Background: an optimization exercise with open tools, aiming at small area, a short achievable clock period and few clock cycles per item. Do not read the settings as production practice. At most, simulation tests tie the RTL to the original design; equivalence was not proved. No activity file was given, so power comes from the tool's default toggle rates.

Setup of v6:
Design pf_engine, start of the top module:
module pf_engine (
    input  wire        clk,
    input  wire        rst,
    input  wire        cmd_valid,
    output wire        cmd_ready,
    input  wire [1:0]  cmd_op,
    input  wire [7:0]  cmd_klen,
    input  wire [7:0]  cmd_tlen,
    input  wire        in_valid,
    output wire        in_ready,
    input  wire [7:0]  in_data,
    output wire        out_valid,
    input  wire        out_ready,
    output wire [7:0]  out_data,
    output wire        done,
    output wire [2:0]  err_code,
    output wire [15:0] err_info
);
Size: ~62 I/O pins, roughly 23000 sq um of cells after synthesis.
Settings: LEC_CHECK=0, CAP_MARGIN=20, CORE_MARGIN=2, CORE_UTILIZATION=40, CTS_CLUSTER_DIAMETER=100, CTS_CLUSTER_SIZE=25, SLEW_MARGIN=20; clock period 10.0 ns.
standard.sh (not shown) runs the stock make flow with config.mk's settings and CLKGATE_MAP_FILE= SYNTH_SCRIPT=/design/flow/synth_recipe.tcl, a recipe that flattens the netlist after the stock synthesis.
==> flow/flow/run.sh <==
#!/bin/bash
set -euo pipefail
bash standard.sh BUFFER_PORTS_ARGS="-buffer_cell sky130_fd_sc_hd__buf_4" \
    SETUP_SLACK_MARGIN=6.8 TNS_END_PERCENT=100 finish > standard_flow.log 2>&1
Testbench counts of v6, summed over its fixed seeds: cycles 24,755, bytes 24,035.
The inputs of v7 differ from those of v6 as listed below.
diff --git a/flow/design.v b/flow/design.v
--- a/flow/design.v
+++ b/flow/design.v
@@ -52,13 +52,18 @@
     wire enq      = in_fire | null_fire;
     wire e_first  = null_fire | !started;
     wire e_last   = null_fire | rem_last;
     wire e_text   = !null_fire & (krem == 8'd0);
     wire e_null   = null_fire;
     reg  [5:0]  L [0:35];
-    reg  [35:0] T;           
+    reg  [5:0]  nkey;        
+    wire [35:0] T;           
+    genvar gt;
+    generate for (gt = 0; gt < 36; gt = gt + 1) begin : g_t
+        assign T[gt] = (nkey <= gt);
+    end endgenerate
     wire [5:0] s = {mb[6], mb[4:0]};
     wire [35:0] m;
     genvar gi;
     generate for (gi = 0; gi < 36; gi = gi + 1) begin : g_cmp
         assign m[gi] = (L[gi] == s);
     end endgenerate
@@ -106,22 +111,22 @@
     wire t_space = op_enc & is_space;
     wire t_ok    = op_enc ? ok_enc : ok_dec;
     wire t_bad   = proc_en & !t_space & !t_ok;
     wire t_sym   = proc_en & !t_space & t_ok;
     wire t_pair  = t_sym & have_a;
     wire have_n  = t_sym ? !have_a : have_a;
-    wire pad     = ev_text & m_last & op_enc & !m_first & pok &
-                   (ok_enc ? !have_a : (is_space & have_a));
+    wire pad     = ev_text & m_last & op_enc & proc_en & !t_bad & have_n;
     wire [1:0] sc_now = m_first ? sc_in : sc_a;
     wire [1:0] op_now = m_first ? op_in : op_a;
     wire is_end  = m_v & m_last & !pad;
-    wire mat_end = m_v & m_last & !m_text & (op_now == OP_MAT);
-    wire stall_t = (t_pair & busy_after) | end_b | done_r;
-    wire stall_n = ((!m_null | mat_end) & busy_after) | (m_last & (end_b | done_r));
+    wire mat_end = is_end & (op_now == OP_MAT);
+    wire need_b  = (ev_text & t_pair) | mat_end | ev_key;
+    wire need_c  = ev_text | is_end;
+    wire stall   = (need_b & busy_after) | (need_c & (end_b | done_r));
     wire hold_f  = init_req & m_first;
-    wire take    = m_v & !hold_f & !(m_text ? stall_t : stall_n);
+    wire take    = m_v & !stall & !hold_f;
     wire do_init = init_req & (!m_v | m_first) & !busy_after;
     wire do_ins  = m_v & !m_text & !m_null & ok_enc & !busy_after &
                    !(m_last & (end_b | done_r)) & !(init_req & m_first);
     wire dec_dir = (op_a == OP_DEC);
     function [5:0] step(input [5:0] x, input d);
         step = d ? {x[0], x[5:1]} : {x[4:0], x[5]};
@@ -134,14 +139,14 @@
     wire [5:0] c1_r = colrule ? step(row_s, dec_dir) : row_s;
     wire [5:0] c1_c = sr ? step(col_s, dec_dir) : (scl ? col_s : pa_c);
     wire load_pair = m_v & m_text & !m_first & pok & have_a & t_ok & !t_space &
                      !busy_after & !end_b & !done_r;
     wire load_mat  = take & mat_end;
     wire end_now   = take & is_end;
-    wire [7:0] pidx_p = info_r[15:8] + 8'd1;
-    wire [7:0] pidx_n = (take & ev_text & !err_i & !t_bad & !t_space) ? pidx_p : info_r[15:8];
+    wire [7:0] pidx_n = (take & ev_text & !err_i & !t_bad & !t_space) ? info_r[15:8] + 8'd1
+                                                                   : info_r[15:8];
     wire       err_n  = (err_i & !m_first) | t_bad;
     wire [7:0] eb_n   = t_bad ? (op_enc ? mb_up : mb) : info_r[7:0];
     reg [5:0] rd;
     integer k;
     always @(*) begin
         rd = 6'd0;
@@ -219,19 +224,19 @@
             s_first <= e_first; s_last <= e_last; s_text <= e_text; s_null <= e_null;
             s_okE <= i_up | i_low | i_dig; s_okD <= i_up | i_dig; s_sp <= i_sp; s_low <= i_low;
         end
         if (do_init) begin : init_blk
             integer i;
             for (i = 0; i < 36; i = i + 1) L[i] <= alpha(i);
-            T <= {36{1'b1}};
+            nkey <= 6'd0;
         end else if (do_ins) begin : ins_blk
             integer i;
             for (i = 0; i < 36; i = i + 1)
                 if (region[i])
                     L[i] <= firstcell[i] ? s : L[(i + 35) % 36];
-            T <= T & ~(firstcell & region);
+            if (|(m & T)) nkey <= nkey + 6'd1;
         end
         if (take) begin
             if (m_first) begin
                 pok    <= (sc_in == SC_NONE);
                 openc  <= (op_in == OP_ENC);
                 op_a   <= op_in;
Results
Relative to v6, the met3 track utilization from global routing of v7 is higher by 4.0 points. On v7: fraction of final layout cells with drive strength greater than 1 is 12 points higher than what v6 gave. Diff v6 -> v7: fmax went down; share of power burned in combinational logic +7.4 points; wire length of the first global-routing pass shows an increase of 18%. Diff v6 -> v7: final cell count up 3.1%, non-clock buffer share of cell area up 5.0 points, number of buffers and inverters on the critical path up 3. Via count of the first global-routing pass: v7 vs v6 up 1640. Core util | v7 vs v6 | v7 higher. Summary of the comparison: time the final worst path needs with I/O delays and setup is higher in v7, relative to v6. When v7 is measured against v6, its maximum fanout count along the critical path turns out 3 higher.
No functional check of the RTL was part of v7.

========
old:
pf_engine, a different RTL version from the one above (not shown whole).
Size in the first run: ~2500 cells after synthesis, roughly 360 flip-flops.
==> flow/config.mk <==
export PLATFORM = sky130hd
export DESIGN_NAME = pf_engine
export DESIGN_NICKNAME = pf_engine
export VERILOG_FILES = /design/flow/design.v
export SDC_FILE = /design/flow/constraint.sdc
export NUM_CORES = 4
export LEC_CHECK = 0
export CAP_MARGIN = 20
export CORE_MARGIN = 2
export CORE_UTILIZATION = 40
export SLEW_MARGIN = 20
==> flow/constraint.sdc <==
create_clock -name core_clock -period 10.0 [get_ports {clk}]
set_input_delay 2.0000 -clock core_clock [delete_from_list [all_inputs] [get_ports {clk}]]
set_output_delay 2.0000 -clock core_clock [all_outputs]
set_load 0.01 [all_outputs]
Scripts as last shown in full above: flow/flow/run.sh
Setup changes, old to new
diff --git a/flow/design.v b/flow/design.v
--- a/flow/design.v
+++ b/flow/design.v
@@ -49,24 +49,19 @@
     wire cap_has  = !cap_op3 & (!cap_kz | (!op_in[1] & !cap_tz));
     wire null_fire = (ist == IS_CAP) & !cap_has & !s_v;
     wire rem_last = (krem == 8'd1 & trem == 8'd0) | (krem == 8'd0 & trem == 8'd1);
     wire enq      = in_fire | null_fire;
     wire e_first  = null_fire | !started;
     wire e_last   = null_fire | rem_last;
     wire e_text   = !null_fire & (krem == 8'd0);
     wire e_null   = null_fire;
     reg  [5:0]  L [0:35];
-    reg  [5:0]  nkey;        
-    wire [35:0] T;           
-    genvar gt;
-    generate for (gt = 0; gt < 36; gt = gt + 1) begin : g_t
-        assign T[gt] = (nkey <= gt);
-    end endgenerate
+    reg  [35:0] T;           
     wire [5:0] s = {mb[6], mb[4:0]};
     wire [35:0] m;
     genvar gi;
     generate for (gi = 0; gi < 36; gi = gi + 1) begin : g_cmp
         assign m[gi] = (L[gi] == s);
     end endgenerate
     wire [35:0] ge0 = m;
     wire [35:0] ge1 = ge0 | {1'b0,  ge0[35:1]};
     wire [35:0] ge2 = ge1 | {2'b0,  ge1[35:2]};
@@ -90,22 +85,22 @@
     reg       err_i;
     reg       pok;           
     reg       openc;         
     reg       have_a;
     reg [5:0] pa_r, pa_c;
     reg [2:0] err_r;
     reg [15:0] info_r;       
     reg [5:0] cur_r, cur_c, nxt_r, nxt_c;
     reg       busy_b, has_nxt, mat_mode, end_b;
-    reg [7:0] f0;
-    reg       v0;
+    reg [7:0] f0, f1;
+    reg       v0, v1;
     reg       done_r;
-    wire room      = !v0 | out_ready;
+    wire room      = !v1;
     wire emit      = busy_b & room;
     wire cur_last  = cur_r[5] & cur_c[5];
     wire last_emit = mat_mode ? cur_last : !has_nxt;
     wire busy_after = busy_b & !(emit & last_emit);
     wire ev_key  = m_v & !m_text & !m_null;
     wire ev_text = m_v & m_text;
     wire op_enc  = openc;
     wire proc_en = ev_text & !m_first & pok;
     wire t_space = op_enc & is_space;
@@ -221,25 +216,25 @@
                 m_okE <= i_up | i_low | i_dig; m_okD <= i_up | i_dig; m_sp <= i_sp; m_low <= i_low;
             end
             sb <= in_data;
             s_first <= e_first; s_last <= e_last; s_text <= e_text; s_null <= e_null;
             s_okE <= i_up | i_low | i_dig; s_okD <= i_up | i_dig; s_sp <= i_sp; s_low <= i_low;
         end
         if (do_init) begin : init_blk
             integer i;
             for (i = 0; i < 36; i = i + 1) L[i] <= alpha(i);
-            nkey <= 6'd0;
+            T <= {36{1'b1}};
         end else if (do_ins) begin : ins_blk
             integer i;
             for (i = 0; i < 36; i = i + 1)
                 if (region[i])
                     L[i] <= firstcell[i] ? s : L[(i + 35) % 36];
-            if (|(m & T)) nkey <= nkey + 6'd1;
+            T <= T & ~(firstcell & region);
         end
         if (take) begin
             if (m_first) begin
                 pok    <= (sc_in == SC_NONE);
                 openc  <= (op_in == OP_ENC);
                 op_a   <= op_in;
                 sc_a   <= sc_in;
                 have_a <= 1'b0;
                 err_i  <= 1'b0;
@@ -276,31 +271,33 @@
                     cur_c <= 6'b000001;
                     cur_r <= {cur_r[4:0], cur_r[5]};
                 end else begin
                     cur_c <= {cur_c[4:0], cur_c[5]};
                 end
             end else begin
                 cur_r <= nxt_r; cur_c <= nxt_c;
             end
         end
-        if (emit) f0 <= rd_ascii;
+        if (!v0 | pop) f0 <= v1 ? f1 : rd_ascii;
+        if (!v1)       f1 <= rd_ascii;
         if (rst) begin
             ist         <= IS_IDLE;
             cmd_ready_r <= 1'b1;
             in_ready_r  <= 1'b0;
             init_req    <= 1'b0;
             m_v         <= 1'b0;
             s_v         <= 1'b0;
             busy_b      <= 1'b0;
             has_nxt     <= 1'b0;
             mat_mode    <= 1'b0;
             end_b       <= 1'b0;
             v0          <= 1'b0;
+            v1          <= 1'b0;
             done_r      <= 1'b0;
             info_r      <= 16'd0;
             err_i       <= 1'b0;
         end else begin
             ist         <= ist_n;
             cmd_ready_r <= (ist_n == IS_IDLE) & !mfirst_n & !sfirst_n;
             in_ready_r  <= (ist_n == IS_STREAM) & !s_v_n;
             m_v         <= m_v_n;
             s_v         <= s_v_n;
@@ -308,24 +305,27 @@
             else if (do_init)                     init_req <= 1'b0;
             if (load_pair) begin
                 busy_b <= 1'b1; has_nxt <= 1'b1; mat_mode <= 1'b0;
             end else if (load_mat) begin
                 busy_b <= 1'b1; has_nxt <= 1'b0; mat_mode <= 1'b1;
             end else if (emit) begin
                 if (last_emit) begin busy_b <= 1'b0; mat_mode <= 1'b0; end
                 if (!mat_mode) has_nxt <= 1'b0;
             end
-            v0 <= emit | (v0 & !out_ready);
+            v0 <= v1 ? 1'b1 : (v0 ? (!pop | emit) : emit);
+            v1 <= v1 ? !pop : (v0 & !pop & emit);
             done_r <= end_b & !busy_after & !(load_pair | load_mat) &
-                      !emit & !(v0 & !out_ready);
+                      !(v1 ? 1'b1 : (v0 ? (!pop | emit) : emit)) &
+                      !(v1 ? !pop : (v0 & !pop & emit));
             if (end_now)                  end_b <= 1'b1;
             else if (end_b & !busy_after &
-                     !emit & !(v0 & !out_ready))
+                     !(v1 ? 1'b1 : (v0 ? (!pop | emit) : emit)) &
+                     !(v1 ? !pop : (v0 & !pop & emit)))
                                           end_b <= 1'b0;
         end
     end
     assign out_valid = v0;
     assign out_data  = f0;
     assign done      = done_r;
     assign err_code  = err_r;
     assign err_info  = info_r;
 endmodule
Notes after the runs:
For new and old, there was not a single run that failed to finish clean.
The sequential share of layout area of new exceeds that of old by 3.8 points.
From old to new the numbers moved as follows: initial standard-cell utilization of the core lower; instance count on the critical path higher; fmax higher.
[compare] base=old new=new: clock network area share went up 0.77 points, detailed-routing wirelength on met1 went down about 6%, flop and latch count out of synthesis went up 40, total power per unit cell area went up 13%, clock slew at the register clock pins of the worst setup and hold paths held.
In new, the total design power came out 10% above the value in old.
input port to flip-flop as the kind of critical path was reported by old, and flip-flop to flip-flop by new.
Testbench counts of new, summed over its fixed seeds: cycles 24,755, bytes 24,035.
The RTL of old was laid out without a check of its function.

separate check: timing with driven ports:
The flow's constraints put no driver on any port. The routed layouts listed below were extracted and timed again, unchanged, in two steps.
Step 1, drivers: a clkbuf_16 drives clk and a buf_2 each remaining input, both assumed.
Step 2 times the ports against the registers' clock, not the clock port: input delays grow and output delays shrink by t, the midpoint of the rising clock arrivals with the driver on.
Slacks: ideal ports / drivers / drivers and shift; pairs: ideal ports / drivers.
run | t (ns) | setup slack, ns | worst register clock-pin slew, ns | cell pins on the clock port's net
v6 | 0.632 | 6.774 / 6.774 / 6.425 | 0.11 / 0.11 | 1
v7 | 0.648 | 6.609 / 6.609 / 6.349 | 0.11 / 0.11 | 1
old | 0.671 | 6.666 / 6.681 / 6.010 | 0.07 / 0.07 | 1
new | 0.673 | 6.708 / 6.708 / 6.320 | 0.07 / 0.07 | 1
After both steps setup and hold are still met in every run listed. For old, which loses most, drivers alone change the setup slack by +0.015 ns; drivers and shift together by -0.656 ns.
